What follows belongs to an exercise in optimizing a design on an open flow for small area, a short achievable clock period and few clock cycles; a production flow would make more cautious choices.
Function was checked by simulation only, so behaviour that the tests miss may differ from the original.
Power figures rest on the tool's default switching activity, not on a simulated workload.

==> design.v <==
module huffman_codegen (
    input  wire       clk,
    input  wire       rst,           
    input  wire       start,
    input  wire [6:0] len,           
    output wire       ready,
    input  wire       in_valid,
    input  wire [7:0] in_data,
    output wire       in_ready,
    output wire       code_valid,
    output wire [7:0] code_sym,
    output wire [3:0] code_len,
    output wire [7:0] code_bits,     
    output wire       done,
    output wire       empty          
);
    localparam integer N = 64;
    reg st_idle, st_in, st_last, st_merge, st_tdw, st_td, st_emit, st_out;
    reg  [6:0] nrem;         
    reg  [7:0] X;            
    reg        xv;           
    reg  [6:0] k;            
    reg  [8:0]   S [0:N-1];
    reg  [N-1:0] V;          
    reg  [N-1:0] E;          
    reg  [N-1:0] C;
    reg  [6:0] F;
    reg  [6:0] nq;           
    reg  [5:0] qi0, qi1, qi2, qi3;    
    reg  [5:0] qf0, qf1, qf2, qf3;    
    reg  [2:0] ql;           
    reg  [5:0] m;            
    reg        side;         
    reg  [5:0] fa;           
    reg        twa, twb;
    reg  [5:0] tia, tib;
    reg        tsa;
    reg  [5:0] tm_m;
    reg  [7:0] fb0 [0:15];
    reg  [7:0] fb1 [0:15];
    reg  [4:0] rp, wp;
    reg  [5:0] qn;
    reg  [7:0] H0, H1;       
    reg  [5:0] j;
    reg  [7:0] vj;
    reg  [6:0] ec;
    reg  [5:0] et;           
    reg        ev_last;
    reg  [8:0] ev_r;
    reg  [7:0] esym_r;
    reg  [6:0] ns;           
    reg        code_valid_r, done_r, empty_r;
    reg  [7:0] code_sym_r, code_bits_r;
    reg  [3:0] code_len_r;
    assign ready      = st_idle;
    assign in_ready   = st_in;
    assign code_valid = code_valid_r;
    assign code_sym   = code_sym_r;
    assign code_len   = code_len_r;
    assign code_bits  = code_bits_r;
    assign done       = done_r;
    assign empty      = empty_r;
    function lt8;            
        input [7:0] a, b;
        integer t;
        reg r;
        begin
            r = 1'b0;
            for (t = 0; t < 8; t = t + 1)
                r = (~a[t] & b[t]) | (~(a[t] ^ b[t]) & r);
            lt8 = r;
        end
    endfunction
    wire [8:0] W = st_td ? {vj, 1'b0} : (st_in | st_last ? {1'b0, X} : {2'b00, tm_m, 1'b0});
    wire [N:0]   lt;         
    wire [N-1:0] eq, eqhi;
    wire [N-1:0] start_f, match, match2, Cn1, Cn2;
    wire [N-1:0] tm, sb0, twa_i, twb_i;
    assign lt[0] = 1'b0;
    genvar gi;
    generate
        for (gi = 0; gi < N; gi = gi + 1) begin : g_slot
            assign lt[gi+1]  = !V[gi] || lt8(X, S[gi][7:0]);
            assign eqhi[gi]  = (X[7:1] == S[gi][7:1]);
            assign eq[gi]    = V[gi] && eqhi[gi] && (X[0] == S[gi][0]);
            assign sb0[gi]   = S[gi][0];
            if (gi == 0) begin : g_s0
                assign start_f[gi] = V[gi];
            end else begin : g_sn
                assign start_f[gi] = V[gi] && !E[gi-1];
            end
            if (gi < N-1) begin : g_c1
                assign Cn1[gi] = E[gi] && C[gi+1];
            end else begin : g_c1e
                assign Cn1[gi] = 1'b0;
            end
            if (gi < N-2) begin : g_c2
                assign Cn2[gi] = E[gi] && E[gi+1] && C[gi+2];
            end else begin : g_c2e
                assign Cn2[gi] = 1'b0;
            end
            assign match[gi]  = start_f[gi] && C[gi] && !Cn1[gi];
            assign match2[gi] = start_f[gi] && Cn1[gi] && !Cn2[gi];
            if (gi == 0) begin : g_t0
                assign tm[gi] = 1'b0;
            end else begin : g_tn
                assign tm[gi] = st_td && start_f[gi-1] && E[gi-1] && !C[gi] && eqhi[gi];
            end
            assign twa_i[gi]  = twa && (tia == gi);
            assign twb_i[gi]  = twb && (tib == gi);
        end
    endgenerate
    function [127:0] first2;     
        input [63:0] v;
        reg [7:0] ga, gt, ba, bt;
        reg [63:0] f1, f2;
        integer g, t;
        reg a, tw;
        begin
            for (g = 0; g < 8; g = g + 1) begin
                ga[g] = |v[g*8 +: 8];
                gt[g] = (v[g*8 +: 8] & (v[g*8 +: 8] - 8'd1)) != 8'd0;
            end
            ba[0] = 1'b0; bt[0] = 1'b0;
            for (g = 1; g < 8; g = g + 1) begin
                ba[g] = ba[g-1] | ga[g-1];
                bt[g] = bt[g-1] | gt[g-1] | (ba[g-1] & ga[g-1]);
            end
            for (g = 0; g < 8; g = g + 1) begin
                a = ba[g]; tw = bt[g];
                for (t = 0; t < 8; t = t + 1) begin
                    f1[g*8+t] = v[g*8+t] & !a;
                    f2[g*8+t] = v[g*8+t] & a & !tw;
                    tw = tw | (a & v[g*8+t]);
                    a  = a | v[g*8+t];
                end
            end
            first2 = {f2, f1};
        end
    endfunction
    function [63:0] first1;
        input [63:0] v;
        reg [7:0] ga, ba;
        integer g, t;
        reg a;
        begin
            for (g = 0; g < 8; g = g + 1)
                ga[g] = |v[g*8 +: 8];
            ba[0] = 1'b0;
            for (g = 1; g < 8; g = g + 1)
                ba[g] = ba[g-1] | ga[g-1];
            for (g = 0; g < 8; g = g + 1) begin
                a = ba[g];
                for (t = 0; t < 8; t = t + 1) begin
                    first1[g*8+t] = v[g*8+t] & !a;
                    a = a | v[g*8+t];
                end
            end
        end
    endfunction
    function [5:0] enc64;
        input [63:0] v;
        integer t;
        reg [5:0] r;
        begin
            r = 6'd0;
            for (t = 0; t < 64; t = t + 1)
                r = r | (t[5:0] & {6{v[t]}});
            enc64 = r;
        end
    endfunction
    wire m1 = |match;
    wire m2 = |match2;
    wire [127:0] pa = first2(m1 ? match : match2);
    wire [N-1:0] pf1 = pa[63:0];
    wire [N-1:0] pf2 = pa[127:64];
    wire         pc1 = m1 | m2;
    wire         pc2 = |pf2;
    wire [6:0]   F1  = F + 7'd1;
    wire [5:0]   pfq = m1 ? F[5:0] : F1[5:0];
    wire [5:0]   pi1 = enc64(pf1) + 6'd1;   
    wire [5:0]   pi2 = enc64(pf2) + 6'd1;
    wire         pdone = (nq == k);
    wire [6:0]   bound = pdone ? 7'd127 : F;
    wire       a0v = (ql != 3'd0);
    wire       a1v = (ql[2:1] != 2'd0);
    wire [6:0] f0 = {1'b0, qf0};
    wire [6:0] f1 = {1'b0, qf1};
    wire [6:0] h0 = {1'b0, H0[5:0]};
    wire [6:0] h1 = {1'b0, H1[5:0]};
    wire       qa = (qn != 6'd0);
    wire       qb = (qn[5:1] != 5'd0);       
    wire le00 = (f0 <= h0);
    wire le10 = (f1 <= h0);
    wire le01 = (f0 <= h1);
    wire bh0  = (h0 < bound);
    wire bh1  = (h1 < bound);
    wire p1l = st_merge && a0v && (!qa || le00);
    wire p1q = st_merge && !p1l && qa && (a0v ? !le00 : bh0);
    wire p2l_a = p1l && a1v && (!qa || le10);
    wire p2q_a = p1l && !p2l_a && qa && (a1v ? !le10 : bh0);
    wire p2l_b = p1q && a0v && (!qb || le01);
    wire p2q_b = p1q && !p2l_b && qb && (a0v ? !le01 : bh1);
    wire p2l = !side && (p2l_a || p2l_b);
    wire p2q = !side && (p2q_a || p2q_b);
    wire p1  = p1l || p1q;
    wire p2  = p2l || p2q;
    wire [1:0] nleaf = {1'b0, p1l} + {1'b0, p2l};
    wire [1:0] nq2   = {1'b0, p1q} + {1'b0, p2q};
    wire [6:0] s_ll = f0 + f1;
    wire [6:0] s_lq = f0 + h0;
    wire [6:0] s_qq = h0 + h1;
    wire [6:0] s_al = {1'b0, fa} + f0;
    wire [6:0] s_aq = {1'b0, fa} + h0;
    wire [6:0] msum = side ? (p1l ? s_al : s_aq)
                           : (p1l ? (p2l ? s_ll : s_lq) : (p2l ? s_lq : s_qq));
    wire done_merge = side ? p1 : p2;
    wire last_merge = (m == k - 7'd2);
    wire L0 = (|(tm & ~sb0)) || ({j, 1'b0} < ns);    
    wire L1 = |(tm & sb0);
    wire I0 = !L0;                           
    wire I1 = !L1;                           
    wire [7:0] cc1 = {vj[6:0], 1'b1};        
    wire [7:0] cc0 = {vj[6:0], 1'b0};        
    wire [7:0] vnext = qa ? H0 : (I1 ? cc1 : cc0);
    wire       td_end = (j == ns[6:1]);     
    reg  [1:0] f_push, f_pop;
    reg  [7:0] f_p0, f_p1;
    always @(*) begin
        f_push = 2'd0; f_pop = 2'd0;
        f_p0 = 8'd0; f_p1 = 8'd0;
        if (st_merge) begin
            f_pop  = nq2;
            f_push = {1'b0, done_merge && !last_merge};
            f_p0   = {2'b00, msum[5:0]};
        end else if (st_td) begin
            f_pop  = {1'b0, !td_end && j != 6'd0 && (qa || I0 || I1)};
            f_push = {1'b0, I1} + {1'b0, I0};
            f_p0   = I1 ? cc1 : cc0;
            f_p1   = cc0;
        end
    end
    wire [6:0] eidx = k - 7'd3 - {2'd0, et[5:1]};
    wire [4:0] ra = st_emit ? eidx[4:0] : rp + 5'd2;
    wire [4:0] rb = rp + 5'd3;
    wire [7:0] rd0 = fb0[ra[0] ? rb[4:1] : ra[4:1]];
    wire [7:0] rd1 = fb1[ra[0] ? ra[4:1] : rb[4:1]];
    wire [7:0] e2 = ra[0] ? rd1 : rd0;
    wire [7:0] e3 = ra[0] ? rd0 : rd1;
    wire [7:0] s0 = qa ? H0 : f_p0;
    wire [7:0] s1 = qb ? H1 : (qa ? f_p0 : f_p1);
    wire [7:0] s2 = (qn > 6'd2) ? e2 : ((qn == 6'd2) ? f_p0 : f_p1);
    wire [7:0] s3 = (qn > 6'd3) ? e3 : ((qn == 6'd3) ? f_p0 : f_p1);
    wire [4:0] wp1 = wp + 5'd1;
    wire [N-1:0] es = start_f & C;
    wire [N-1:0] efirst = first1(es);
    wire [N:0]   enext = {efirst, 1'b0};     
    reg [7:0] esy;
    reg [8:0] etag;
    reg       esingle;
    integer q;
    always @(*) begin
        esy = 8'd0;
        etag = 9'd0;
        esingle = 1'b0;
        for (q = 0; q < N; q = q + 1) begin
            esy     = esy  | (S[q][7:0] & {8{efirst[q]}});
            etag    = etag | (S[q] & {9{enext[q]}});
            esingle = esingle | (efirst[q] & !E[q]);
        end
    end
    wire [7:0] epar = ({1'b0, et[5:1]} == k - 7'd2) ? 8'd1 : e2;
    wire [8:0] ev = (k == 7'd1) ? 9'd2 : (esingle ? {epar, et[0]} : etag);
    reg [3:0] elen;
    reg [7:0] ebits;
    always @(*) begin
        ebits = ev_r[7:0];
        if (ev_r[8])      begin elen = 4'd8;                       end
        else if (ev_r[7]) begin elen = 4'd7; ebits[7] = 1'b0;      end
        else if (ev_r[6]) begin elen = 4'd6; ebits[6] = 1'b0;      end
        else if (ev_r[5]) begin elen = 4'd5; ebits[5] = 1'b0;      end
        else if (ev_r[4]) begin elen = 4'd4; ebits[4] = 1'b0;      end
        else if (ev_r[3]) begin elen = 4'd3; ebits[3] = 1'b0;      end
        else if (ev_r[2]) begin elen = 4'd2; ebits[2] = 1'b0;      end
        else              begin elen = 4'd1; ebits[1] = 1'b0;      end
    end
    wire [2:0] ql_c  = ql - {1'b0, nleaf};
    wire       prod  = st_merge && !pdone;
    wire [1:0] room  = (ql_c >= 3'd4) ? 2'd0 : ((ql_c == 3'd3) ? 2'd1 : 2'd2);
    wire [1:0] want  = pc2 ? 2'd2 : (pc1 ? 2'd1 : 2'd0);
    wire [1:0] nput  = prod ? ((want < room) ? want : room) : 2'd0;
    reg  [5:0] ci [0:3];
    reg  [5:0] cf [0:3];
    reg  [5:0] ni [0:3];
    reg  [5:0] nf [0:3];
    integer u;
    always @(*) begin
        case (nleaf)
            2'd0: begin ci[0]=qi0; ci[1]=qi1; ci[2]=qi2; ci[3]=qi3;
                        cf[0]=qf0; cf[1]=qf1; cf[2]=qf2; cf[3]=qf3; end
            2'd1: begin ci[0]=qi1; ci[1]=qi2; ci[2]=qi3; ci[3]=qi3;
                        cf[0]=qf1; cf[1]=qf2; cf[2]=qf3; cf[3]=qf3; end
            default: begin ci[0]=qi2; ci[1]=qi3; ci[2]=qi3; ci[3]=qi3;
                        cf[0]=qf2; cf[1]=qf3; cf[2]=qf3; cf[3]=qf3; end
        endcase
        for (u = 0; u < 4; u = u + 1) begin
            if (u < ql_c) begin
                ni[u] = ci[u]; nf[u] = cf[u];
            end else if (u == ql_c) begin
                ni[u] = pi1; nf[u] = pfq;
            end else begin
                ni[u] = pi2; nf[u] = pfq;
            end
        end
    end
    wire [N-1:0] putA = (nput != 2'd0) ? pf1 : {N{1'b0}};
    wire [N-1:0] putB = (nput == 2'd2) ? pf2 : {N{1'b0}};
    integer i;
    always @(posedge clk) begin
        for (i = 0; i < N; i = i + 1) begin
            if (xv && lt[i+1]) begin
                S[i][7:0] <= lt[i] ? ((i > 0) ? S[i-1][7:0] : W[7:0]) : W[7:0];
            end else if (twa_i[i] || twb_i[i]) begin
                S[i][8:1] <= W[8:1];
                S[i][0]   <= twb_i[i] ? 1'b1 : tsa;
            end else if (tm[i]) begin
                S[i][8:1] <= W[8:1];
            end
            if (st_idle)
                V[i] <= 1'b0;
            else if (xv)
                V[i] <= (i == 0) ? 1'b1 : V[i-1];
            if (xv) begin
                if (lt[i])
                    E[i] <= (i > 0) ? E[i-1] : 1'b0;
                else if (lt[i+1])
                    E[i] <= 1'b0;
                else if ((i < N-1) ? lt[i+2] : 1'b1)
                    E[i] <= eq[i];
            end
            if (xv)
                C[i] <= (i == 0) ? 1'b1 : V[i-1];
            else if (prod) begin
                if (putA[i] || putB[i])
                    C[i] <= 1'b0;
                else if (!m1)
                    C[i] <= m2 ? Cn1[i] : Cn2[i];
            end else if (tm[i] || st_td && start_f[i])
                C[i] <= 1'b1;
            else if (st_emit && efirst[i])
                C[i] <= 1'b0;
        end
        if (f_push != 2'd0) begin
            if (wp[0]) fb1[wp[4:1]] <= f_p0;
            else       fb0[wp[4:1]] <= f_p0;
        end
        if (f_push == 2'd2) begin
            if (wp1[0]) fb1[wp1[4:1]] <= f_p1;
            else        fb0[wp1[4:1]] <= f_p1;
        end
        wp <= wp + {3'd0, f_push};
        rp <= rp + {3'd0, f_pop};
        qn <= qn + {4'd0, f_push} - {4'd0, f_pop};
        case (f_pop)
            2'd0: begin H0 <= s0; H1 <= s1; end
            2'd1: begin H0 <= s1; H1 <= s2; end
            default: begin H0 <= s2; H1 <= s3; end
        endcase
        if (st_merge) begin
            qi0 <= ni[0]; qi1 <= ni[1]; qi2 <= ni[2]; qi3 <= ni[3];
            qf0 <= nf[0]; qf1 <= nf[1]; qf2 <= nf[2]; qf3 <= nf[3];
            ql  <= ql_c + {1'b0, nput};
            nq  <= nq + {5'd0, nput};
            if (pfq == 6'd1)
                ns <= ns + {5'd0, nput};
            if (prod && !m1)
                F <= m2 ? F1 : F + 7'd2;
        end
        twa  <= (p1l || p2l_b && !side) && (qf0 != 6'd1);
        twb  <= p2l_a && !side && (qf1 != 6'd1);
        tia  <= qi0;
        tib  <= qi1;
        tsa  <= p1l ? side : 1'b1;
        tm_m <= m;
        xv <= st_in && in_valid;
        if (st_in && in_valid)
            X <= in_data;
        if (xv)
            k <= k + {6'd0, !(|eq)};
        code_valid_r <= 1'b0;
        done_r       <= 1'b0;
        empty_r      <= 1'b0;
        if (st_idle) begin
            nrem <= len;
            k    <= 7'd0;
            if (start) begin
                if (len == 7'd0) begin
                    done_r  <= 1'b1;
                    empty_r <= 1'b1;
                end else begin
                    st_idle <= 1'b0;
                    st_in   <= 1'b1;
                end
            end
        end
        if (st_in && in_valid) begin
            nrem <= nrem - 7'd1;
            if (nrem == 7'd1) begin
                st_in   <= 1'b0;
                st_last <= 1'b1;
            end
        end
        if (st_last) begin
            F    <= 7'd1;
            nq   <= 7'd0;
            ns   <= 7'd0;
            et   <= 6'd0;
            ql   <= 3'd0;
            m    <= 6'd0;
            side <= 1'b0;
            qn   <= 6'd0;
            rp   <= 5'd0;
            wp   <= 5'd0;
            ec   <= 7'd0;
            st_last <= 1'b0;
            if (k + {6'd0, !(|eq)} == 7'd1)
                st_emit <= 1'b1;
            else
                st_merge <= 1'b1;
        end
        if (st_merge) begin
            if (p1 && !done_merge) begin
                side <= 1'b1;
                fa   <= p1l ? qf0 : H0[5:0];
            end
            if (done_merge) begin
                side <= 1'b0;
                m    <= m + 6'd1;
                if (last_merge) begin
                    st_merge <= 1'b0;
                    st_tdw   <= 1'b1;
                    j        <= m;
                    X        <= {1'b0, m, 1'b0};
                    vj       <= 8'd1;
                    qn       <= 6'd0;
                    rp       <= 5'd0;
                    wp       <= 5'd0;
                end
            end
        end
        if (st_tdw) begin
            st_tdw <= 1'b0;
            st_td  <= 1'b1;
        end
        if (st_td) begin
            j  <= j - 6'd1;
            X  <= {1'b0, j - 6'd1, 1'b0};
            vj <= vnext;
            if (td_end || j == 6'd0) begin
                st_td   <= 1'b0;
                st_emit <= 1'b1;
            end
        end
        if (st_emit) begin
            ev_r    <= ev;
            esym_r  <= esy;
            if (esingle)
                et <= et + 6'd1;
            ev_last <= (ec + 7'd1 == k);
            ec      <= ec + 7'd1;
            st_out  <= 1'b1;
            if (ec + 7'd1 == k)
                st_emit <= 1'b0;
        end else begin
            st_out  <= 1'b0;
        end
        if (st_out) begin
            code_valid_r <= 1'b1;
            code_sym_r   <= esym_r;
            code_len_r   <= elen;
            code_bits_r  <= ebits;
            if (ev_last) begin
                done_r  <= 1'b1;
                st_idle <= 1'b1;
            end
        end
        if (rst) begin
            st_idle      <= 1'b1;
            st_in        <= 1'b0;
            st_last      <= 1'b0;
            st_merge     <= 1'b0;
            st_tdw       <= 1'b0;
            st_td        <= 1'b0;
            st_emit      <= 1'b0;
            st_out       <= 1'b0;
            code_valid_r <= 1'b0;
            done_r       <= 1'b0;
            empty_r      <= 1'b0;
            xv           <= 1'b0;
            twa          <= 1'b0;
            twb          <= 1'b0;
        end
    end
endmodule
==> config.mk <==
export PLATFORM = sky130hd
export DESIGN_NAME = huffman_codegen
export DESIGN_NICKNAME = huffman_codegen
export VERILOG_FILES = /design/flow/design.v
export SDC_FILE = /design/flow/constraint.sdc
export NUM_CORES = 8
export LEC_CHECK = 0
export CAP_MARGIN = 20
export CORE_MARGIN = 2
export CORE_UTILIZATION = 40
export PLACE_DENSITY = 0.6
export SETUP_SLACK_MARGIN = 4
export SLEW_MARGIN = 20
==> run.sh <==
#!/bin/bash
# synth_recipe.tcl (not shown) runs the flow's synth.tcl, then flattens the netlist and writes it again
# the make line also repeats each setting of config.mk as NAME=value (left out here)
make -C /OpenROAD-flow-scripts/flow DESIGN_CONFIG=/design/flow/config.mk WORK_HOME=/design/flow/orfs CLKGATE_MAP_FILE= SYNTH_SCRIPT=/design/flow/synth_recipe.tcl finish
==> constraint.sdc <==
create_clock -name core_clock -period 10.0 [get_ports {clk}]
set_input_delay 2.0000 -clock core_clock [delete_from_list [all_inputs] [get_ports {clk}]]
set_output_delay 2.0000 -clock core_clock [all_outputs]
set_load 0.01 [all_outputs]
==> flow_summary.rst, run 1 <==
.. list-table::
   :header-rows: 1

   * - Metric
     - Value
   * - Outcome
     - no timing/DRC/antenna violations
   * - Number of enable-type register cells in the synthesized netlist
     - 1086
   * - Setup TNS after final layout
     - 0 ns
   * - Multi-input gate area
     - around 55000 um^2
   * - Worst clock skew on the final layout
     - 0.0777 ns
   * - Clock-pin transition on the worst setup and hold timing paths
     - approximately 0.070 ns
   * - Library cell contributing the largest single delay on the critical path
     - nand4_1
   * - Residual DRC
     - 0
   * - Area Overhead vs Synth
     - 20.0%
   * - Maximum root-to-sink buffer count
     - 3
   * - Netlist area before placement
     - 89900 um^2
   * - Initial antenna violation count
     - 58
   * - Slew @ Worst Pin
     - 1.39 ns
   * - Worst max-slew margin expressed relative to the limit
     - 0.0702
   * - Total Routing Usage GR
     - 0.427
   * - Routed wire length
     - 509000 um
   * - Layout cells sized above 1
     - 0.210
   * - Net count of the mapped netlist
     - 10000
   * - Static Leakage
     - 40.5 nW
   * - Top FF cell, synth
     - edfxtp_1
   * - Total of buffers placed on input and output ports
     - between 40 and 50
   * - Average wire per standard cell
     - 39.3 um
   * - Minimum hold slack
     - 0.310 ns
   * - CP Cell Sequence
     - and3b_1, buf_4, nor2_1, buf_4, a22oi_1, nor2_1, a221oi_2, nand3_1, a221oi_2, o21ai_0, a221o_1, a221oi_2, nand4_1, a2111oi_4, nand3_1, a221oi_1, and3_1, a211oi_1
   * - Power density over the cells
     - 138 nW/um^2
   * - Yosys warnings
     - 6
   * - Clock tree sinks
     - 1260
   * - Share of synthesized area occupied by flip-flops and latches
     - 0.402
   * - Placeable core region
     - 223000 um^2
   * - Beginning of the worst hold path
     - qi0[5]
   * - Average footprint of a synthesized cell
     - 9.59 um^2
   * - CTS tree
     - done
   * - Wire length of the first global-routing pass
     - 689000 um
   * - Most frequent cell on the critical path
     - a221oi_2
   * - Final #Nets
     - 10400
   * - Period utilization
     - 0.641
   * - Effective utilization at floorplan
     - 0.403
   * - Drt pass-1 iters
     - 10
   * - Die Span Y
     - 478 um
   * - Required time at the endpoint of the critical path
     - 10.61 ns
   * - Fraction of registers with async set or reset after synthesis
     - 0
   * - Fmax
     - 156 MHz
   * - VDD IR-drop max
     - ~0.00020 V
   * - Worst stage delay on the critical path
     - 0.89 ns
   * - FF+latch area
     - 36100 um^2
   * - Residual antenna-violating net count after detailed routing
     - 0
   * - Post-layout minimum cycle time
     - between 6 and 7 ns
   * - Arrival time at the worst endpoint
     - around 7 ns
   * - Total die area
     - about 230000 um^2
   * - Max-cap violations
     - 0
   * - Post-detail-place hpwl
     - around 380000 um
   * - Via count
     - approximately 90000
   * - Width of the die
     - ~480 um
   * - Endpoints failing hold
     - 0
   * - Clock latency at the later pin of the worst-skew pair
     - 0.91 ns
   * - Maximum fanout along the worst path
     - 22
   * - GRT overflow
     - 0
   * - Worst reg2reg path startpoint
     - E[0]
   * - Number of standard cells after synthesis
     - about 9400
   * - Std-Cell Rows
     - 173
   * - IO Pins
     - 44
   * - Largest net degree at the start of global routing
     - 139
   * - Netlist cell types
     - 120
   * - Layout Utilization
     - 0.484
   * - Final Max Slew Viols
     - 0
   * - Initial DRC Count
     - 14400
   * - Fin worst setup slack
     - 3.59 ns
   * - Final weighted congestion in routability-driven placement
     - 1.08
   * - Register-to-register path setup slack
     - 3.59 ns
   * - Number of global-route vias before repair
     - 83700
   * - Root buffer selected by CTS
     - clkbuf_16
   * - TritonCTS buffer count
     - between 150 and 200
   * - Register bit total from synthesis
     - 1260
   * - Avg Vias per Cell
     - roughly 7
   * - Cts-stage hold buffer count
     - 0
   * - Setup crit end kind
     - flip-flop
   * - Type of the worst setup path
     - flip-flop to flip-flop
   * - Type of the most critical hold path
     - flip-flop to flip-flop
   * - Critical path launch point type
     - flip-flop
   * - RSZ-0062 raised after global routing
     - yes
   * - H-Tree Depth
     - 4
   * - # fillers
     - 20700
   * - CP Launch Point
     - E[0]
   * - Finish-stage setup viols
     - 0
   * - Post-place setup slack
     - 1.64 ns
## Yosys cell counts, types with 38 or more instances
| cell | instances | share of area |
|---|---|---|
| nand3b_1 | 77 | 0.0064 |
| a21o_1 | 94 | 0.0079 |
| nand2_1 | 1120 | 0.047 |
| nand2b_1 | 113 | 0.0079 |
| a31oi_1 | 79 | 0.0055 |
| mux4_2 | 64 | 0.016 |
| a221o_1 | 42 | 0.0047 |
| nor4_1 | 43 | 0.0030 |
| nor2b_1 | 288 | 0.020 |
| nor2_1 | 677 | 0.028 |
| a22o_1 | 72 | 0.0070 |
| and3_1 | 50 | 0.0035 |
| o21ai_0 | 396 | 0.022 |
| buf_2 | 39 | 0.0022 |
| a221oi_1 | 145 | 0.014 |
| a222oi_1 | 77 | 0.0086 |
| nand4_1 | 233 | 0.016 |
| xnor2_1 | 82 | 0.0080 |
| inv_1 | 192 | 0.0080 |
| mux2_2 | 408 | 0.051 |
| o31ai_1 | 106 | 0.0089 |
| o21a_1 | 48 | 0.0040 |
| a22oi_1 | 159 | 0.013 |
| xor2_1 | 50 | 0.0049 |
| a21oi_1 | 710 | 0.040 |
| a211oi_1 | 119 | 0.0099 |
| mux2i_1 | 100 | 0.011 |
| nor3_1 | 146 | 0.0081 |
| and2_1 | 129 | 0.0090 |
| edfxtp_1 | 1086 | 0.36 |
| dfxtp_1 | 174 | 0.039 |
| nand3_1 | 495 | 0.028 |
| o21ai_1 | 38 | 0.0021 |
| clkbuf_1 | 356 | 0.015 |
| o211ai_1 | 45 | 0.0038 |
| o22ai_1 | 72 | 0.0050 |
| ha_1 | 617 | 0.086 |
## power by group
group	switching, W	internal [W]	total, W
combinational	0.00175	0.00110	0.00284
clock	0.00261	0.00332	0.00594
sequential	0.000218	0.00588	0.00610
## layer usage
layer | vias up | wire length [um] | share of wire | global-route usage
met3 | 1564 | 60100 | 0.12 | 0.129
met5 | - | 655 | 0.0013 | 0
met4 | 46 | 44300 | 0.087 | 0.302
li1 | 37200 | - | - | -
met1 | 45300 | 189000 | 0.37 | 0.530
met2 | 6668 | 215000 | 0.42 | 0.630
## critical path, delay by kind of cell, from the launching register on
kind	cells	cell delay, ns
buffers and inverters	2	0.47
AO/OA/AOI/OAI	9	3.09
AND/OR/NAND/NOR	7	2.13
flip-flops	1	0.45
## cell usage in the layout, fill, tap and decap left out, types with 106 or more instances in the layout
cell type and n:
a211oi_1 106, a21oi_1 668, a221oi_1 120, a22oi_1 149, and2_1 119, buf_4 530, clkbuf_16 157, dfxtp_1 145
edfxtp_1 1086, ha_1 607, inv_1 169, mux2_2 408, nand2_1 1082, nand2b_1 112, nand3_1 463, nand4_1 233
nor2_1 596, nor2b_1 269, o21ai_0 370
## final timing paths
path / cells after the start / endpoint
hold / removal: 0 / tia[5]
setup / recovery: 18 / ev_r[2]
setup reg to reg: 18 / ev_r[2]
hold reg to reg: 0 / tia[5]
## per-stage QoR
stage	cell area, um^2	power, W	std cells
2_1_floorplan	90000	0.00775	9373
4_1_cts	105000	0.0147	12700
3_5_place_dp	95300	0.00878	12200
3_3_place_gp	95200	0.00872	12200
6_report	108000	0.0149	12900
5_1_grt	108000	0.0153	12900
## registers in the layout (all words and copies together), names as in the netlist, 9 cells and up
register / cells
ev_r: 9
S: 575
E: 64
fb0: 128
V: 64
fb1: 128
C: 64
## cells by family after synthesis
family / after synthesis / share of synthesized area
flops: 1260 / 0.402
fa+ha+maj: 641 / 0.0900
buf+inv: 636 / 0.0282
simple gates: 3600 / 0.199
compound gates: 2531 / 0.190
xor+xnor: 132 / 0.0129
mux: 573 / 0.0784
## repair_timing
action,CTS,global route
hold endpoints to repair,0,0
gates resized for setup,539,327
buffers inserted,209,127
endpoints found under the setup margin,558,448
gates cloned,15,2
pin swaps,162,169
## area by class of cell
| class | instances | area share |
|---|---|---|
| well taps | 2975 | 0.0345 |
| inverters | 198 | 0.00766 |
| clock buffers | 191 | 0.0377 |
| flip-flops and latches | 1260 | 0.335 |
| repair buffers | 687 | 0.0581 |
| diodes | 55 | 0.00128 |
| multi-input cells | 7485 | 0.515 |
| clock inverters | 86 | 0.0107 |
Testbench counts, summed over its fixed seeds: cycles 22,602.
==> run 2: changes to the inputs <==
--- a/design.v
+++ b/design.v
@@ -16,15 +16,17 @@
 );
     localparam integer N = 64;
-    reg st_idle, st_in, st_last, st_merge, st_tdw, st_td, st_emit, st_out;
+    reg st_idle, st_in, st_merge, st_tdw, st_td, st_emit, st_out;
     reg  [6:0] nrem;         
     reg  [7:0] X;            
     reg        xv;           
     reg  [6:0] k;            
-    reg  [8:0]   S [0:N-1];
+    reg  [7:0]   S [0:N-1];
     reg  [N-1:0] V;          
     reg  [N-1:0] E;          
     reg  [N-1:0] C;
     reg  [6:0] F;
-    reg  [6:0] nq;           
+    reg  [1:0] nput_r;       
+    reg        pdone_r;
+    reg        p1_r;         
     reg  [5:0] qi0, qi1, qi2, qi3;    
     reg  [5:0] qf0, qf1, qf2, qf3;    
@@ -40,9 +42,11 @@
     reg  [7:0] fb1 [0:15];
     reg  [4:0] rp, wp;
-    reg  [5:0] qn;
+    reg  [5:0] qn;           
+    reg  [4:1] qt;           
     reg  [7:0] H0, H1;       
     reg  [5:0] j;
     reg  [7:0] vj;
     reg  [6:0] ec;
+    reg  [N-1:0] EF;
     reg  [5:0] et;           
     reg        ev_last;
@@ -72,5 +76,5 @@
         end
     endfunction
-    wire [8:0] W = st_td ? {vj, 1'b0} : (st_in | st_last ? {1'b0, X} : {2'b00, tm_m, 1'b0});
+    wire [7:0] W = st_td ? {vj[6:0], 1'b0} : (st_in ? X : {1'b0, tm_m, 1'b0});
     wire [N:0]   lt;         
     wire [N-1:0] eq, eqhi;
@@ -111,75 +115,76 @@
         end
     endgenerate
-    function [127:0] first2;     
+    function [129:0] first2;     
         input [63:0] v;
-        reg [7:0] ga, gt, ba, bt;
-        reg [63:0] f1, f2;
-        integer g, t;
-        reg a, tw;
+        reg [63:0] pa, pt, na, nt;
+        integer l, t, b;
         begin
-            for (g = 0; g < 8; g = g + 1) begin
-                ga[g] = |v[g*8 +: 8];
-                gt[g] = (v[g*8 +: 8] & (v[g*8 +: 8] - 8'd1)) != 8'd0;
-            end
-            ba[0] = 1'b0; bt[0] = 1'b0;
-            for (g = 1; g < 8; g = g + 1) begin
-                ba[g] = ba[g-1] | ga[g-1];
-                bt[g] = bt[g-1] | gt[g-1] | (ba[g-1] & ga[g-1]);
-            end
-            for (g = 0; g < 8; g = g + 1) begin
-                a = ba[g]; tw = bt[g];
-                for (t = 0; t < 8; t = t + 1) begin
-                    f1[g*8+t] = v[g*8+t] & !a;
-                    f2[g*8+t] = v[g*8+t] & a & !tw;
-                    tw = tw | (a & v[g*8+t]);
-                    a  = a | v[g*8+t];
+            pa = v; pt = 64'd0;
+            for (l = 0; l < 6; l = l + 1) begin
+                na = pa; nt = pt;
+                for (t = 0; t < 64; t = t + 1) begin
+                    if ((t >> l) & 1) begin
+                        b = ((t >> l) << l) - 1;
+                        na[t] = pa[t] | pa[b];
+                        nt[t] = pt[t] | pt[b] | (pa[t] & pa[b]);
+                    end
                 end
+                pa = na; pt = nt;
+            end
+            first2[0]  = v[0];
+            first2[64] = 1'b0;
+            first2[128] = pa[63];
+            first2[129] = pt[63];
+            for (t = 1; t < 64; t = t + 1) begin
+                first2[t]    = v[t] & !pa[t-1];
+                first2[64+t] = v[t] & pa[t-1] & !pt[t-1];
             end
-            first2 = {f2, f1};
         end
     endfunction
     function [63:0] first1;
         input [63:0] v;
-        reg [7:0] ga, ba;
-        integer g, t;
-        reg a;
+        reg [63:0] pa, na;
+        integer l, t, b;
         begin
-            for (g = 0; g < 8; g = g + 1)
-                ga[g] = |v[g*8 +: 8];
-            ba[0] = 1'b0;
-            for (g = 1; g < 8; g = g + 1)
-                ba[g] = ba[g-1] | ga[g-1];
-            for (g = 0; g < 8; g = g + 1) begin
-                a = ba[g];
-                for (t = 0; t < 8; t = t + 1) begin
-                    first1[g*8+t] = v[g*8+t] & !a;
-                    a = a | v[g*8+t];
-                end
-            end
+            pa = v;
+            for (l = 0; l < 6; l = l + 1) begin
+                na = pa;
+                for (t = 0; t < 64; t = t + 1)
+                    if ((t >> l) & 1) begin
+                        b = ((t >> l) << l) - 1;
+                        na[t] = pa[t] | pa[b];
+                    end
+                pa = na;
+            end
+            first1[0] = v[0];
+            for (t = 1; t < 64; t = t + 1)
+                first1[t] = v[t] & !pa[t-1];
         end
     endfunction
     function [5:0] enc64;
         input [63:0] v;
-        integer t;
-        reg [5:0] r;
+        reg [63:0] mk;
+        integer t, bt;
         begin
-            r = 6'd0;
-            for (t = 0; t < 64; t = t + 1)
-                r = r | (t[5:0] & {6{v[t]}});
-            enc64 = r;
+            for (bt = 0; bt < 6; bt = bt + 1) begin
+                for (t = 0; t < 64; t = t + 1)
+                    mk[t] = (t >> bt) & 1;
+                enc64[bt] = |(v & mk);
+            end
         end
     endfunction
     wire m1 = |match;
     wire m2 = |match2;
-    wire [127:0] pa = first2(m1 ? match : match2);
-    wire [N-1:0] pf1 = pa[63:0];
-    wire [N-1:0] pf2 = pa[127:64];
+    wire [129:0] pa = first2(match);
+    wire [129:0] pb = first2(match2);
+    wire [N-1:0] pf1 = m1 ? pa[63:0] : pb[63:0];
+    wire [N-1:0] pf2 = m1 ? pa[127:64] : pb[127:64];
     wire         pc1 = m1 | m2;
-    wire         pc2 = |pf2;
+    wire         pc2 = m1 ? pa[129] : pb[129];
     wire [6:0]   F1  = F + 7'd1;
     wire [5:0]   pfq = m1 ? F[5:0] : F1[5:0];
-    wire [5:0]   pi1 = enc64(pf1) + 6'd1;   
-    wire [5:0]   pi2 = enc64(pf2) + 6'd1;
-    wire         pdone = (nq == k);
+    wire [5:0]   pi1 = enc64({pf1[N-2:0], 1'b0});   
+    wire [5:0]   pi2 = enc64({pf2[N-2:0], 1'b0});
+    wire         pdone = pdone_r;            
     wire [6:0]   bound = pdone ? 7'd127 : F;
     wire       a0v = (ql != 3'd0);
@@ -189,6 +194,6 @@
     wire [6:0] h0 = {1'b0, H0[5:0]};
     wire [6:0] h1 = {1'b0, H1[5:0]};
-    wire       qa = (qn != 6'd0);
-    wire       qb = (qn[5:1] != 5'd0);       
+    wire       qa = qt[1];
+    wire       qb = qt[2];
     wire le00 = (f0 <= h0);
     wire le10 = (f1 <= h0);
@@ -250,26 +255,60 @@
     wire [7:0] s0 = qa ? H0 : f_p0;
     wire [7:0] s1 = qb ? H1 : (qa ? f_p0 : f_p1);
-    wire [7:0] s2 = (qn > 6'd2) ? e2 : ((qn == 6'd2) ? f_p0 : f_p1);
-    wire [7:0] s3 = (qn > 6'd3) ? e3 : ((qn == 6'd3) ? f_p0 : f_p1);
+    wire [7:0] s2 = qt[3] ? e2 : (qt[2] ? f_p0 : f_p1);
+    wire [7:0] s3 = qt[4] ? e3 : (qt[3] ? f_p0 : f_p1);
+    wire [7:0] qx;           
+    assign qx[0] = 1'b1;
+    assign qx[1] = 1'b1;
+    generate
+        for (gi = 2; gi < 8; gi = gi + 1) begin : g_qx
+            assign qx[gi] = (qn >= gi - 1);
+        end
+    endgenerate
+    reg  [4:1] qt_next;
+    reg  [5:0] qn_next;
+    integer z;
+    always @(*) begin
+        for (z = 1; z <= 4; z = z + 1)
+            case ({f_push, f_pop})
+                4'b0000, 4'b0101, 4'b1010: qt_next[z] = qx[z + 1];
+                4'b0100, 4'b1001:          qt_next[z] = qx[z];
+                4'b1000:                   qt_next[z] = qx[z - 1];
+                4'b0001, 4'b0110:          qt_next[z] = qx[z + 2];
+                default:                   qt_next[z] = qx[z + 3];
+            endcase
+        case ({f_push, f_pop})
+            4'b0000, 4'b0101, 4'b1010: qn_next = qn;
+            4'b0100, 4'b1001:          qn_next = qn + 6'd1;
+            4'b1000:                   qn_next = qn + 6'd2;
+            4'b0001, 4'b0110:          qn_next = qn - 6'd1;
+            default:                   qn_next = qn - 6'd2;
+        endcase
+    end
+    wire [4:0] rp_1 = rp + 5'd1;
+    wire [4:0] rp_2 = rp + 5'd2;
     wire [4:0] wp1 = wp + 5'd1;
     wire [N-1:0] es = start_f & C;
-    wire [N-1:0] efirst = first1(es);
+    wire [N-1:0] efirst = EF;
+    wire [N-1:0] ef_next = first1(es & ~(st_emit ? EF : {N{1'b0}}));
     wire [N:0]   enext = {efirst, 1'b0};     
     reg [7:0] esy;
-    reg [8:0] etag;
-    reg       esingle;
-    integer q;
+    reg [7:0] etag;
+    reg [N-1:0] col;
+    integer q, bq;
     always @(*) begin
-        esy = 8'd0;
-        etag = 9'd0;
-        esingle = 1'b0;
-        for (q = 0; q < N; q = q + 1) begin
-            esy     = esy  | (S[q][7:0] & {8{efirst[q]}});
-            etag    = etag | (S[q] & {9{enext[q]}});
-            esingle = esingle | (efirst[q] & !E[q]);
+        for (bq = 0; bq < 8; bq = bq + 1) begin
+            for (q = 0; q < N; q = q + 1)
+                col[q] = S[q][bq];
+            esy[bq] = |(col & efirst);
+        end
+        for (bq = 0; bq < 8; bq = bq + 1) begin
+            for (q = 0; q < N; q = q + 1)
+                col[q] = S[q][bq];
+            etag[bq] = |(col & enext[N-1:0]);
         end
     end
+    wire esingle = |(efirst & ~E);
     wire [7:0] epar = ({1'b0, et[5:1]} == k - 7'd2) ? 8'd1 : e2;
-    wire [8:0] ev = (k == 7'd1) ? 9'd2 : (esingle ? {epar, et[0]} : etag);
+    wire [8:0] ev = (k == 7'd1) ? 9'd2 : (esingle ? {epar, et[0]} : {1'b0, etag});
     reg [3:0] elen;
     reg [7:0] ebits;
@@ -287,5 +326,5 @@
     wire [2:0] ql_c  = ql - {1'b0, nleaf};
     wire       prod  = st_merge && !pdone;
-    wire [1:0] room  = (ql_c >= 3'd4) ? 2'd0 : ((ql_c == 3'd3) ? 2'd1 : 2'd2);
+    wire [1:0] room  = (ql >= 3'd4) ? 2'd0 : ((ql == 3'd3) ? 2'd1 : 2'd2);
     wire [1:0] want  = pc2 ? 2'd2 : (pc1 ? 2'd1 : 2'd0);
     wire [1:0] nput  = prod ? ((want < room) ? want : room) : 2'd0;
@@ -320,10 +359,10 @@
         for (i = 0; i < N; i = i + 1) begin
             if (xv && lt[i+1]) begin
-                S[i][7:0] <= lt[i] ? ((i > 0) ? S[i-1][7:0] : W[7:0]) : W[7:0];
+                S[i] <= lt[i] ? ((i > 0) ? S[i-1] : W) : W;
             end else if (twa_i[i] || twb_i[i]) begin
-                S[i][8:1] <= W[8:1];
+                S[i][7:1] <= W[7:1];
                 S[i][0]   <= twb_i[i] ? 1'b1 : tsa;
             end else if (tm[i]) begin
-                S[i][8:1] <= W[8:1];
+                S[i][7:1] <= W[7:1];
             end
             if (st_idle)
@@ -346,9 +385,14 @@
                 else if (!m1)
                     C[i] <= m2 ? Cn1[i] : Cn2[i];
-            end else if (tm[i] || st_td && start_f[i])
+            end else if (tm[i] || (st_tdw || st_td) && start_f[i])
                 C[i] <= 1'b1;
             else if (st_emit && efirst[i])
                 C[i] <= 1'b0;
         end
+        pdone_r <= !(|(start_f & C));
+        if (st_td || st_emit)
+            EF <= ef_next;
+        else
+            EF <= {{(N-1){1'b0}}, 1'b1};
         if (f_push != 2'd0) begin
             if (wp[0]) fb1[wp[4:1]] <= f_p0;
@@ -359,7 +403,8 @@
             else        fb0[wp1[4:1]] <= f_p1;
         end
-        wp <= wp + {3'd0, f_push};
-        rp <= rp + {3'd0, f_pop};
-        qn <= qn + {4'd0, f_push} - {4'd0, f_pop};
+        wp <= (f_push == 2'd0) ? wp : ((f_push == 2'd1) ? wp1 : wp + 5'd2);
+        rp <= (f_pop == 2'd0) ? rp : ((f_pop == 2'd1) ? rp_1 : rp_2);
+        qt <= qt_next;
+        qn <= qn_next;
         case (f_pop)
             2'd0: begin H0 <= s0; H1 <= s1; end
@@ -371,7 +416,8 @@
             qf0 <= nf[0]; qf1 <= nf[1]; qf2 <= nf[2]; qf3 <= nf[3];
             ql  <= ql_c + {1'b0, nput};
-            nq  <= nq + {5'd0, nput};
-            if (pfq == 6'd1)
-                ns <= ns + {5'd0, nput};
+            nput_r <= nput;
+            p1_r   <= (pfq == 6'd1);
+            if (p1_r)
+                ns <= ns + {5'd0, nput_r};
             if (prod && !m1)
                 F <= m2 ? F1 : F + 7'd2;
@@ -384,5 +430,5 @@
         tm_m <= m;
         xv <= st_in && in_valid;
-        if (st_in && in_valid)
+        if (st_in)
             X <= in_data;
         if (xv)
@@ -404,29 +450,26 @@
             end
         end
-        if (st_in && in_valid) begin
+        if (xv) begin
             nrem <= nrem - 7'd1;
             if (nrem == 7'd1) begin
-                st_in   <= 1'b0;
-                st_last <= 1'b1;
+                st_in <= 1'b0;
+                F    <= 7'd1;
+                nput_r <= 2'd0;
+                ns   <= 7'd0;
+                et   <= 6'd0;
+                ql   <= 3'd0;
+                m    <= 6'd0;
+                side <= 1'b0;
+                qt   <= 4'd0;
+                qn   <= 6'd0;
+                rp   <= 5'd0;
+                wp   <= 5'd0;
+                ec   <= 7'd0;
+                if (k + {6'd0, !(|eq)} == 7'd1)
+                    st_emit <= 1'b1;
+                else
+                    st_merge <= 1'b1;
             end
         end
-        if (st_last) begin
-            F    <= 7'd1;
-            nq   <= 7'd0;
-            ns   <= 7'd0;
-            et   <= 6'd0;
-            ql   <= 3'd0;
-            m    <= 6'd0;
-            side <= 1'b0;
-            qn   <= 6'd0;
-            rp   <= 5'd0;
-            wp   <= 5'd0;
-            ec   <= 7'd0;
-            st_last <= 1'b0;
-            if (k + {6'd0, !(|eq)} == 7'd1)
-                st_emit <= 1'b1;
-            else
-                st_merge <= 1'b1;
-        end
         if (st_merge) begin
             if (p1 && !done_merge) begin
@@ -443,4 +486,5 @@
                     X        <= {1'b0, m, 1'b0};
                     vj       <= 8'd1;
+                    qt       <= 4'd0;
                     qn       <= 6'd0;
                     rp       <= 5'd0;
@@ -488,5 +532,4 @@
             st_idle      <= 1'b1;
             st_in        <= 1'b0;
-            st_last      <= 1'b0;
             st_merge     <= 1'b0;
             st_tdw       <= 1'b0;
--- a/config.mk
+++ b/config.mk
@@ -10,4 +10,4 @@
 export CORE_UTILIZATION = 40
 export PLACE_DENSITY = 0.6
-export SETUP_SLACK_MARGIN = 4
+export SETUP_SLACK_MARGIN = 5
 export SLEW_MARGIN = 20
==> flow_summary.rst, run 2 <==
.. list-table::
   :header-rows: 1

   * - Metric
     - Value
   * - Top FF cell, synth
     - edfxtp_1
   * - Setup TNS after final layout
     - 0 ns (unchanged)
   * - Netlist area before placement
     - 91500 um^2 (+1.8%)
   * - Area fraction of the dominant cell type after synthesis
     - 0.335 (-0.0276)
   * - Residual DRC
     - 0 (unchanged)
   * - Clock tree sinks
     - 1258 (-0.16%)
   * - Worst reg2reg path startpoint
     - X[2]
   * - Top cell type by total area after synthesis
     - edfxtp_1
   * - CP Cell Sequence
     - clkinvlp_4, buf_12, ha_4, nand3_4, nor2_1, nand3_2, nand4_1, nor4b_2, nand4_1, nor4_4, ha_2, ha_2, or4b_4, a21oi_4, a221oi_1, a211oi_1
   * - Fmax
     - 185 MHz (+19%)
   * - Number of global-route vias before repair
     - 92900 (+11%)
   * - Routed wire length
     - 692000 um (+36%)
   * - Commonest cells after routing, fill and taps aside
     - 1022 x edfxtp_1, 938 x nand2_1, 751 x buf_4
   * - Dominant combinational cell family by area after synthesis
     - simple AND/OR/NAND/NOR gates
   * - Netlist cell types
     - 106 (-12%)
   * - Worst max-slew margin expressed relative to the limit
     - -0.0154 (-0.0856)
   * - Register-to-register path setup slack
     - 4.60 ns (+1.01 ns)
   * - Final Cell Area
     - 113000 um^2 (+4.7%)
   * - Leading cell type in the layout, fill and taps excluded
     - edfxtp_1
   * - Most instantiated library cell after synthesis
     - edfxtp_1
   * - Worst clock skew on the final layout
     - 0.0754 ns (-0.00221 ns)
   * - Maximum fanout along the worst path
     - 41 (+86%)
   * - Type of the most critical hold path
     - flip-flop to flip-flop
   * - Initial antenna violation count
     - 168 (+190%)
   * - Total Routing Usage GR
     - 0.568 (+0.141)
   * - Setup crit end kind
     - flip-flop
   * - Clock latency at the later pin of the worst-skew pair
     - 0.92 ns (about the same)
   * - GRT overflow
     - 0 (unchanged)
   * - Initial DRC Count
     - 20100 (+40%)
   * - CTS tree
     - done
   * - Largest register FFs
     - 512 (-11%)
   * - H-Tree Depth
     - 4 (unchanged)
   * - Clock-pin transition on the worst setup and hold timing paths
     - 0.06 ns (about the same)
   * - Compound-cell area share of the yosys netlist
     - 0.186 (-0.00372)
   * - Total instance count after detailed placement
     - 12600 (+2.7%)
   * - Power density over the cells
     - 171 nW/um^2 (+24%)
   * - Post-synthesis xor/xnor area fraction
     - 0.0139 (+0.00101)
   * - Avg Vias per Cell
     - 7.83 (+12%)
   * - Drt pass-1 iters
     - 14 (+4)
   * - Final Max Slew Viols
     - 3 (+3)
   * - Area Overhead vs Synth
     - 23.3%
   * - Worst setup path endpoint
     - st_emit
   * - Finish-stage setup viols
     - 0 (unchanged)
   * - Number of standard cells after synthesis
     - 9624 (+2.7%)
   * - Final #Nets
     - 10800 (+3.8%)
   * - Arrival time at the worst endpoint
     - 6.17 ns (-0.85 ns)
   * - Share of synthesized area occupied by flip-flops and latches
     - 0.387 (-0.0147)
   * - Largest register by flop count
     - S
   * - Max-cap violations
     - 1 (+1)
   * - Checks failing in the layout checks
     - max-capacitance violations, max-slew violations
   * - Placeable core region
     - 227000 um^2 (+2.1%)
   * - Wire length of the first global-routing pass
     - 878000 um (+27%)
   * - Buffer and inverter count on the worst path
     - 2 (unchanged)
   * - Effective utilization at floorplan
     - 0.402 (-0.00116)
   * - Crit-path leading delay family
     - simple AND/OR/NAND/NOR gates
   * - Post-route insts no fill
     - 13500 (+4.3%)
   * - Synth cell count leaders
     - 1022 x edfxtp_1, 1010 x nand2_1, 628 x nor2_1
   * - Layout cells sized above 1
     - 0.241 (+0.0302)
   * - IO Pins
     - 44 (unchanged)
   * - Number of enable-type register cells in the synthesized netlist
     - 1022 (-5.9%)
   * - Die Span Y
     - 482 um (+0.91%)
   * - Root buffer selected by CTS
     - clkbuf_16
   * - Count of cells along the worst register-to-register path
     - 16 (-2)
   * - Post-detail-place hpwl
     - 515000 um (+35%)
   * - Static Leakage
     - 42.7 nW (+5.3%)
   * - Endpoints failing hold
     - 0 (unchanged)
   * - Post-layout minimum cycle time
     - 5.40 ns (-1.01 ns)
   * - Critical path launch point type
     - flip-flop
   * - Type of the worst setup path
     - flip-flop to flip-flop
   * - Average footprint of a synthesized cell
     - 9.51 um^2 (-0.81%)
   * - Slew @ Worst Pin
     - 1.50 ns (+0.112 ns)
   * - Biggest area contributors in the synthesized netlist
     - edfxtp_1 34%, ha_1 8.3%, mux2_2 5.8%
   * - Library cell contributing the largest single delay on the critical path
     - nand4_1
   * - Minimum hold slack
     - 0.356 ns (+0.0456 ns)
   * - Std-Cell Rows
     - 175 (+1.2%)
   * - Share of synthesized area spent on multiplexers
     - 0.0860 (+0.00753)
   * - Adder and majority cell fraction of the synthesized area
     - 0.0867 (-0.00335)
   * - Total of buffers placed on input and output ports
     - 43 (unchanged)
   * - Instance count on the critical path
     - 16 (-2)
   * - WHS Path Cells
     - 0 (unchanged)
   * - Period utilization
     - 0.540 (-0.101)
   * - Fraction of registers with async set or reset after synthesis
     - 0 (unchanged)
   * - Width of the die
     - 482 um (+0.91%)
   * - CP Launch Point
     - X[2]
   * - Maximum root-to-sink buffer count
     - 3 (unchanged)
   * - VDD IR-drop max
     - 0.000226 V (+13%)
   * - Net count of the mapped netlist
     - 10300 (+2.4%)
   * - Post-detailed-placement cell area
     - 97600 um^2 (+2.4%)
   * - Via count
     - 106000 (+16%)
   * - Largest net degree at the start of global routing
     - 102 (-27%)
   * - Final weighted congestion in routability-driven placement
     - 1.19 (+10%)
   * - Cts-stage hold buffer count
     - 0 (unchanged)
   * - Required time at the endpoint of the critical path
     - 10.77 ns (+0.16 ns)
   * - Residual antenna-violating net count after detailed routing
     - 0 (unchanged)
   * - Worst stage delay on the critical path
     - 0.66 ns (-0.23 ns)
   * - Total die area
     - 233000 um^2 (+1.8%)
   * - Register bit total from synthesis
     - 1258 (-0.16%)
   * - TritonCTS buffer count
     - 154 (+1.3%)
   * - Capturing point of the worst reg2reg path
     - st_emit
   * - Yosys warnings
     - 6 (unchanged)
   * - Post-Synth Simple-Gate Area
     - 0.210 (+0.0106)
   * - Outcome
     - complete, but fails checks
   * - RSZ-0062 raised after global routing
     - yes
   * - Average wire per standard cell
     - 51.3 um (+30%)
## run 2: cells by family after synthesis
family / Yosys count
and+or+nand+nor: 3724
muxes: 650
xor gates and xnor gates: 145
DFF: 1258
buffers and inverters: 727
adders and majority gates: 632
AOI/OAI and AO/OA: 2488
## run 2: repair_timing
action	in CTS	in global routing
gates cloned	15	14
pin swaps	131	193
hold endpoints to repair	0	0
setup endpoints to repair	887	609
setup buffers	321	107
gates resized for setup	531	461
## run 2: report_power, final
part | internal, W | switching (W) | total [W]
logic | 0.00254 | 0.00391 | 0.00645
registers | 0.00607 | 0.000467 | 0.00654
clock network | 0.00355 | 0.00274 | 0.00629
## run 2: routing by layer
metal  up-vias  wire length [um]  track usage
met5         -              3780       0.0823
met4       106             79600        0.487
met3      3904            121000        0.376
met2     11300            255000        0.740
met1     51500            232000        0.618
li1      38800                 -            -
## run 2: layout make-up
type	instances	area, um^2
timing repair buffer	943	8720
multi-input combinational	7648	58200
clock inverter	92	1380
clock buffer	191	4140
sequential	1258	35500
inverter	184	723
fill	20500	115000
tap	3009	3760
antenna	164	410
## run 2: worst min-delay path by stage
stage	start	end	slack, ns
floorplan	qi0[0]	tia[0]	0.32
global placement	qi0[2]	tia[2]	0.33
detailed placement	qi0[2]	tia[2]	0.33
CTS	qi0[1]	tia[1]	0.36
global route	qi0[0]	tia[0]	0.36
finish	qi0[0]	tia[0]	0.36
## run 2: metrics by stage
step	setup WS, ns	utilization	total power [W]
floorplan	4.97	-	0.00964
global placement	2.54	0.429	0.0117
detailed placement	2.75	0.429	0.0118
CTS	4.87	0.478	0.0184
global route	4.70	0.495	0.0195
finish	4.60	0.496	0.0193
## run 2: worst reg2reg max path, stage by stage, from the launching register on
cell and delay (ns):
dfxtp_1 0.42, clkinvlp_4 0.16, buf_12 0.19, ha_4 0.52
nand3_4 0.24, nor2_1 0.13, nand3_2 0.18, nand4_1 0.66
nor4b_2 0.53, nand4_1 0.19, nor4_4 0.46, ha_2 0.31
ha_2 0.28, or4b_4 0.54, a21oi_4 0.16, a221oi_1 0.10
a211oi_1 0.21
Testbench counts of run 2, summed over its fixed seeds: cycles 22,702.
==> run 3: changes to the inputs <==
--- a/design.v
+++ b/design.v
@@ -16,5 +16,6 @@
 );
     localparam integer N = 64;
-    reg st_idle, st_in, st_merge, st_tdw, st_td, st_emit, st_out;
+    reg st_idle, st_in, st_merge, st_td, st_emit;
+    reg mfirst, tdfirst;    
     reg  [6:0] nrem;         
     reg  [7:0] X;            
@@ -50,7 +51,5 @@
     reg  [N-1:0] EF;
     reg  [5:0] et;           
-    reg        ev_last;
-    reg  [8:0] ev_r;
-    reg  [7:0] esym_r;
+    reg        newsym_r;     
     reg  [6:0] ns;           
     reg        code_valid_r, done_r, empty_r;
@@ -80,5 +79,5 @@
     wire [N-1:0] eq, eqhi;
     wire [N-1:0] start_f, match, match2, Cn1, Cn2;
-    wire [N-1:0] tm, sb0, twa_i, twb_i;
+    wire [N-1:0] tm, tmn, pend, sb0, twa_i, twb_i;
     assign lt[0] = 1'b0;
     genvar gi;
@@ -107,10 +106,12 @@
             assign match2[gi] = start_f[gi] && Cn1[gi] && !Cn2[gi];
             if (gi == 0) begin : g_t0
-                assign tm[gi] = 1'b0;
+                assign tmn[gi] = 1'b0;
             end else begin : g_tn
-                assign tm[gi] = st_td && start_f[gi-1] && E[gi-1] && !C[gi] && eqhi[gi];
+                assign tmn[gi] = st_td && start_f[gi-1] && E[gi-1] && !C[gi] && eqhi[gi] && !pend[gi];
             end
             assign twa_i[gi]  = twa && (tia == gi);
             assign twb_i[gi]  = twb && (tib == gi);
+            assign pend[gi]   = tdfirst && (twa_i[gi] || twb_i[gi]);
+            assign tm[gi]     = tmn[gi] || st_td && pend[gi];
         end
     endgenerate
@@ -222,6 +223,6 @@
     wire done_merge = side ? p1 : p2;
     wire last_merge = (m == k - 7'd2);
-    wire L0 = (|(tm & ~sb0)) || ({j, 1'b0} < ns);    
-    wire L1 = |(tm & sb0);
+    wire L0 = (|(tmn & ~sb0)) || tdfirst && twa && !tsa || ({j, 1'b0} < ns);    
+    wire L1 = (|(tmn & sb0)) || tdfirst && (twa && tsa || twb);
     wire I0 = !L0;                           
     wire I1 = !L1;                           
@@ -290,5 +291,5 @@
     wire [N-1:0] es = start_f & C;
     wire [N-1:0] efirst = EF;
-    wire [N-1:0] ef_next = first1(es & ~(st_emit ? EF : {N{1'b0}}));
+    wire [N-1:0] ef_next = first1(st_emit ? (es & ~EF) : start_f);
     wire [N:0]   enext = {efirst, 1'b0};     
     reg [7:0] esy;
@@ -314,13 +315,13 @@
     reg [7:0] ebits;
     always @(*) begin
-        ebits = ev_r[7:0];
-        if (ev_r[8])      begin elen = 4'd8;                       end
-        else if (ev_r[7]) begin elen = 4'd7; ebits[7] = 1'b0;      end
-        else if (ev_r[6]) begin elen = 4'd6; ebits[6] = 1'b0;      end
-        else if (ev_r[5]) begin elen = 4'd5; ebits[5] = 1'b0;      end
-        else if (ev_r[4]) begin elen = 4'd4; ebits[4] = 1'b0;      end
-        else if (ev_r[3]) begin elen = 4'd3; ebits[3] = 1'b0;      end
-        else if (ev_r[2]) begin elen = 4'd2; ebits[2] = 1'b0;      end
-        else              begin elen = 4'd1; ebits[1] = 1'b0;      end
+        ebits = ev[7:0];
+        if (ev[8])      begin elen = 4'd8;                       end
+        else if (ev[7]) begin elen = 4'd7; ebits[7] = 1'b0;      end
+        else if (ev[6]) begin elen = 4'd6; ebits[6] = 1'b0;      end
+        else if (ev[5]) begin elen = 4'd5; ebits[5] = 1'b0;      end
+        else if (ev[4]) begin elen = 4'd4; ebits[4] = 1'b0;      end
+        else if (ev[3]) begin elen = 4'd3; ebits[3] = 1'b0;      end
+        else if (ev[2]) begin elen = 4'd2; ebits[2] = 1'b0;      end
+        else            begin elen = 4'd1; ebits[1] = 1'b0;      end
     end
     wire [2:0] ql_c  = ql - {1'b0, nleaf};
@@ -385,5 +386,5 @@
                 else if (!m1)
                     C[i] <= m2 ? Cn1[i] : Cn2[i];
-            end else if (tm[i] || (st_tdw || st_td) && start_f[i])
+            end else if (tm[i] || st_td && start_f[i])
                 C[i] <= 1'b1;
             else if (st_emit && efirst[i])
@@ -432,6 +433,6 @@
         if (st_in)
             X <= in_data;
-        if (xv)
-            k <= k + {6'd0, !(|eq)};
+        newsym_r <= xv && !(|eq);
+        k <= k + {6'd0, newsym_r};
         code_valid_r <= 1'b0;
         done_r       <= 1'b0;
@@ -466,11 +467,14 @@
                 wp   <= 5'd0;
                 ec   <= 7'd0;
-                if (k + {6'd0, !(|eq)} == 7'd1)
-                    st_emit <= 1'b1;
-                else
-                    st_merge <= 1'b1;
+                st_merge <= 1'b1;
+                mfirst   <= 1'b1;
             end
         end
         if (st_merge) begin
+            mfirst <= 1'b0;
+            if (mfirst && k + {6'd0, newsym_r} == 7'd1) begin
+                st_merge <= 1'b0;
+                st_emit  <= 1'b1;
+            end
             if (p1 && !done_merge) begin
                 side <= 1'b1;
@@ -482,5 +486,6 @@
                 if (last_merge) begin
                     st_merge <= 1'b0;
-                    st_tdw   <= 1'b1;
+                    st_td    <= 1'b1;
+                    tdfirst  <= 1'b1;
                     j        <= m;
                     X        <= {1'b0, m, 1'b0};
@@ -493,9 +498,6 @@
             end
         end
-        if (st_tdw) begin
-            st_tdw <= 1'b0;
-            st_td  <= 1'b1;
-        end
         if (st_td) begin
+            tdfirst <= 1'b0;
             j  <= j - 6'd1;
             X  <= {1'b0, j - 6'd1, 1'b0};
@@ -507,23 +509,14 @@
         end
         if (st_emit) begin
-            ev_r    <= ev;
-            esym_r  <= esy;
             if (esingle)
                 et <= et + 6'd1;
-            ev_last <= (ec + 7'd1 == k);
-            ec      <= ec + 7'd1;
-            st_out  <= 1'b1;
-            if (ec + 7'd1 == k)
-                st_emit <= 1'b0;
-        end else begin
-            st_out  <= 1'b0;
-        end
-        if (st_out) begin
+            ec           <= ec + 7'd1;
             code_valid_r <= 1'b1;
-            code_sym_r   <= esym_r;
+            code_sym_r   <= esy;
             code_len_r   <= elen;
             code_bits_r  <= ebits;
-            if (ev_last) begin
+            if (ec + 7'd1 == k) begin
                 done_r  <= 1'b1;
+                st_emit <= 1'b0;
                 st_idle <= 1'b1;
             end
@@ -533,8 +526,6 @@
             st_in        <= 1'b0;
             st_merge     <= 1'b0;
-            st_tdw       <= 1'b0;
             st_td        <= 1'b0;
             st_emit      <= 1'b0;
-            st_out       <= 1'b0;
             code_valid_r <= 1'b0;
             done_r       <= 1'b0;
==> flow_summary.rst, run 3 <==
.. list-table::
   :header-rows: 1

   * - Metric
     - Value
   * - Routed wire length
     - 695000 um (+0.55%)
   * - Leading cell type in the layout, fill and taps excluded
     - edfxtp_1
   * - RSZ-0062 raised after global routing
     - yes
   * - Period utilization
     - 0.583 (+0.0431)
   * - Fmax
     - 172 MHz (-7.4%)
   * - VDD IR-drop max
     - 0.000252 V (+11%)
   * - Effective utilization at floorplan
     - 0.402 (-0.000611)
   * - Total of buffers placed on input and output ports
     - 43 (unchanged)
   * - Number of standard cells after synthesis
     - 9775 (+1.6%)
   * - CTS tree
     - done
   * - Worst clock skew on the final layout
     - 0.0787 ns (+0.00325 ns)
   * - Capturing point of the worst reg2reg path
     - C[60]
   * - Largest register FFs
     - 512 (unchanged)
   * - Clock tree sinks
     - 1241 (-1.4%)
   * - Fraction of registers with async set or reset after synthesis
     - 0 (unchanged)
   * - Logic gate share of total power
     - 0.255 (-0.080)
   * - Clock latency at the later pin of the worst-skew pair
     - 0.90 ns (-0.02 ns)
   * - Layout cells sized above 1
     - 0.227 (-0.0135)
   * - Final weighted congestion in routability-driven placement
     - 1.19 (+0.11%)
   * - GRT overflow
     - 0 (unchanged)
   * - Final Max Slew Viols
     - 0 (-3)
   * - H-Tree Depth
     - 4 (unchanged)
   * - Endpoints failing hold
     - 0 (unchanged)
   * - Multi-input gate area
     - 59300 um^2 (+1.8%)
   * - Biggest area contributors in the synthesized netlist
     - edfxtp_1 33%, ha_1 8.3%, mux2_2 5.4%
   * - Largest register by flop count
     - S
   * - Max-cap violations
     - 0 (-1)
   * - Drt pass-1 iters
     - 17 (+3)
   * - Outcome
     - no timing/DRC/antenna violations
   * - Synth cell count leaders
     - 1004 x edfxtp_1, 904 x nand2_1, 653 x a21oi_1
   * - Avg Vias per Cell
     - 7.76 (-0.94%)
   * - Most instantiated library cell after synthesis
     - edfxtp_1
   * - Setup crit end kind
     - flip-flop
   * - Detailed-routed wire length on met3
     - 115000 um (-5.2%)
   * - Setup TNS after final layout
     - 0 ns (unchanged)
   * - Total die area
     - 234000 um^2 (+0.80%)
   * - Via count
     - 105000 (-0.29%)
   * - # fillers
     - 21200 (+3.1%)
   * - Finish-stage setup viols
     - 0 (unchanged)
   * - Maximum root-to-sink buffer count
     - 3 (unchanged)
   * - Placeable core region
     - 230000 um^2 (+0.96%)
   * - Netlist area before placement
     - 92300 um^2 (+0.81%)
   * - Worst setup path endpoint
     - C[60]
   * - Number of global-route vias before repair
     - 95500 (+2.9%)
   * - Slew @ Worst Pin
     - 1.31 ns (-0.191 ns)
   * - Required time at the endpoint of the critical path
     - 10.61 ns (-0.16 ns)
   * - Power density over the cells
     - 146 nW/um^2 (-15%)
   * - Post-detail-place hpwl
     - 526000 um (+2.2%)
   * - Clock-pin transition on the worst setup and hold timing paths
     - 0.06 ns (about the same)
   * - Type of the worst setup path
     - flip-flop to flip-flop
   * - Met2 layer wire length in the routed design
     - 265000 um (+4.1%)
   * - Top FF cell, synth
     - edfxtp_1
   * - Highest routing layer actually used
     - met5
   * - Average wire per standard cell
     - 51.2 um (-0.10%)
   * - Sequential power share
     - 0.388 (+0.049)
   * - Wire length of the first global-routing pass
     - 885000 um (+0.84%)
   * - Switching power as a share of total power
     - 0.350 (-0.0190)
   * - Residual DRC
     - 0 (unchanged)
   * - Area fraction of the dominant cell type after synthesis
     - 0.327 (-0.00854)
   * - Top cell type by total area after synthesis
     - edfxtp_1
   * - Share of synthesized area occupied by flip-flops and latches
     - 0.378 (-0.00873)
   * - TritonCTS buffer count
     - 153 (-0.65%)
   * - Worst reg2reg path startpoint
     - E[48]
   * - Arrival time at the worst endpoint
     - 6.43 ns (+0.26 ns)
   * - Commonest cells after routing, fill and taps aside
     - 1004 x edfxtp_1, 845 x nand2_1, 706 x buf_4
   * - Layout Utilization
     - 0.491 (-0.00519)
   * - Net switching power
     - 0.00575 W (-19%)
   * - Register-to-register path setup slack
     - 4.17 ns (-0.43 ns)
   * - Netlist cell types
     - 105 (-0.94%)
   * - Count of cells along the worst register-to-register path
     - 21 (+5)
   * - Critical path launch point type
     - flip-flop
run 3: cell count changes after synthesis, moves of 41 or more:
cell	change
a21oi_1	+77
a22oi_1	+46
a32oi_1	-42
clkbuf_1	+42
nand2_1	-106
nand2b_1	+60
nand3b_1	+43
nor2_1	-65
o21ai_0	+56
o22a_1	+41
run 3: timing repair:
action                                  4_1_cts  5_1_grt
cloned                                       13        8
setup buffers                               287      117
hold endpoints to repair                      0        0
resized for setup                           617      366
pin swaps                                   174      150
hold buffers                                  0        0
endpoints found under the setup margin      736      565
run 3: final cells by class:
class / count / area share
tap: 3026 / 0.0336
clock inverter: 83 / 0.00888
timing repair buffer: 900 / 0.0750
sequential: 1241 / 0.310
clock buffer: 200 / 0.0363
multi-input combinational: 7782 / 0.526
antenna: 151 / 0.00335
inverter: 194 / 0.00678
run 3: metal layers:
layer,global-route usage,up-vias
li1,-,39300
met1,0.609,51500
met2,0.754,10800
met3,0.337,3617
met4,0.492,94
met5,0.125,-
run 3: per-stage QoR:
stage / setup slack (ns) / hold WS, ns / instance area, um^2 / instances
after floorplan: 4.93 / 0.323 / 92400 / 9775
after global placement: 2.52 / 0.446 / 98200 / 12700
after detailed placement: 2.61 / 0.452 / 98300 / 12700
after CTS: 4.55 / 0.456 / 109000 / 13300
after global routing: 4.26 / 0.478 / 112000 / 13500
final: 4.17 / 0.466 / 113000 / 13600
run 3: power by group through the flow:
stage                     logic (W)  registers [W]  clock network (W)
after CTS                   0.00377        0.00630            0.00579
after detailed placement    0.00342        0.00641                  0
final                       0.00419        0.00637            0.00587
after global routing        0.00431        0.00634            0.00599
after floorplan             0.00221        0.00613                  0
after global placement      0.00334        0.00641                  0
run 3: cell families (layout without fill, tap and decap cells):
family | count (synthesis) | in the layout | share of synthesized area
and+or+nand+nor | 3623 | 3624 | 0.205
AOI/OAI and AO/OA | 2744 | 2745 | 0.202
DFF | 1241 | 1241 | 0.378
buffers and inverters | 754 | 1377 | 0.0313
muxes | 635 | 635 | 0.0836
adders and majority gates | 627 | 627 | 0.0854
xor gates and xnor gates | 151 | 151 | 0.0143
other | 0 | 151 | 0
run 3: how the worst min path moves through the flow:
stage | slack, ns | startpoint | cells after the start | end
finish | 0.47 | m[5] | 0 | tm_m[5]
detailed placement | 0.45 | m[5] | 0 | tm_m[5]
global placement | 0.45 | m[5] | 0 | tm_m[5]
global route | 0.48 | m[5] | 0 | tm_m[5]
floorplan | 0.32 | qi0[0] | 0 | tia[0]
CTS | 0.46 | m[5] | 0 | tm_m[5]
run 3: critical path, stage by stage (launching register included):
cell and delay, ns:
edfxtp_1 0.32, buf_4 0.29, nand2_1 0.28, nand4_1 0.35, nor4bb_2 0.82, nand4_1 0.18
buf_4 0.31, nor3_2 0.56, a21oi_1 0.21, o22ai_2 0.21, inv_2 0.09, ha_4 0.29
o22ai_4 0.07, and3_4 0.22, buf_12 0.12, a31oi_4 0.26, inv_2 0.11, a21oi_2 0.18
buf_12 0.17, buf_16 0.18, a21oi_2 0.10, a2bb2oi_1 0.20
Testbench counts of run 3, summed over its fixed seeds: cycles 22,328.

-- port drivers added, routing unchanged --
Ports are ideal in the flow. The routed layouts listed here were re-timed in OpenROAD. Step 1, drivers: a clkbuf_16 drives clk and a buf_2 each remaining input, both assumed. Step 2 times the ports against the registers' clock, not the clock port: input delays grow and output delays shrink by t, the midpoint of the rising clock arrivals with the driver on. Slacks: ideal / step 1 / step 2; pairs: ideal / step 1.
| run | t (ns) | slack for setup (ns) |
|---|---|---|
| run 1 | 0.970 | 3.593 / 3.593 / 3.593 |
| run 2 | 0.998 | 4.602 / 4.602 / 4.602 |
| run 3 | 0.969 | 4.171 / 4.171 / 4.171 |
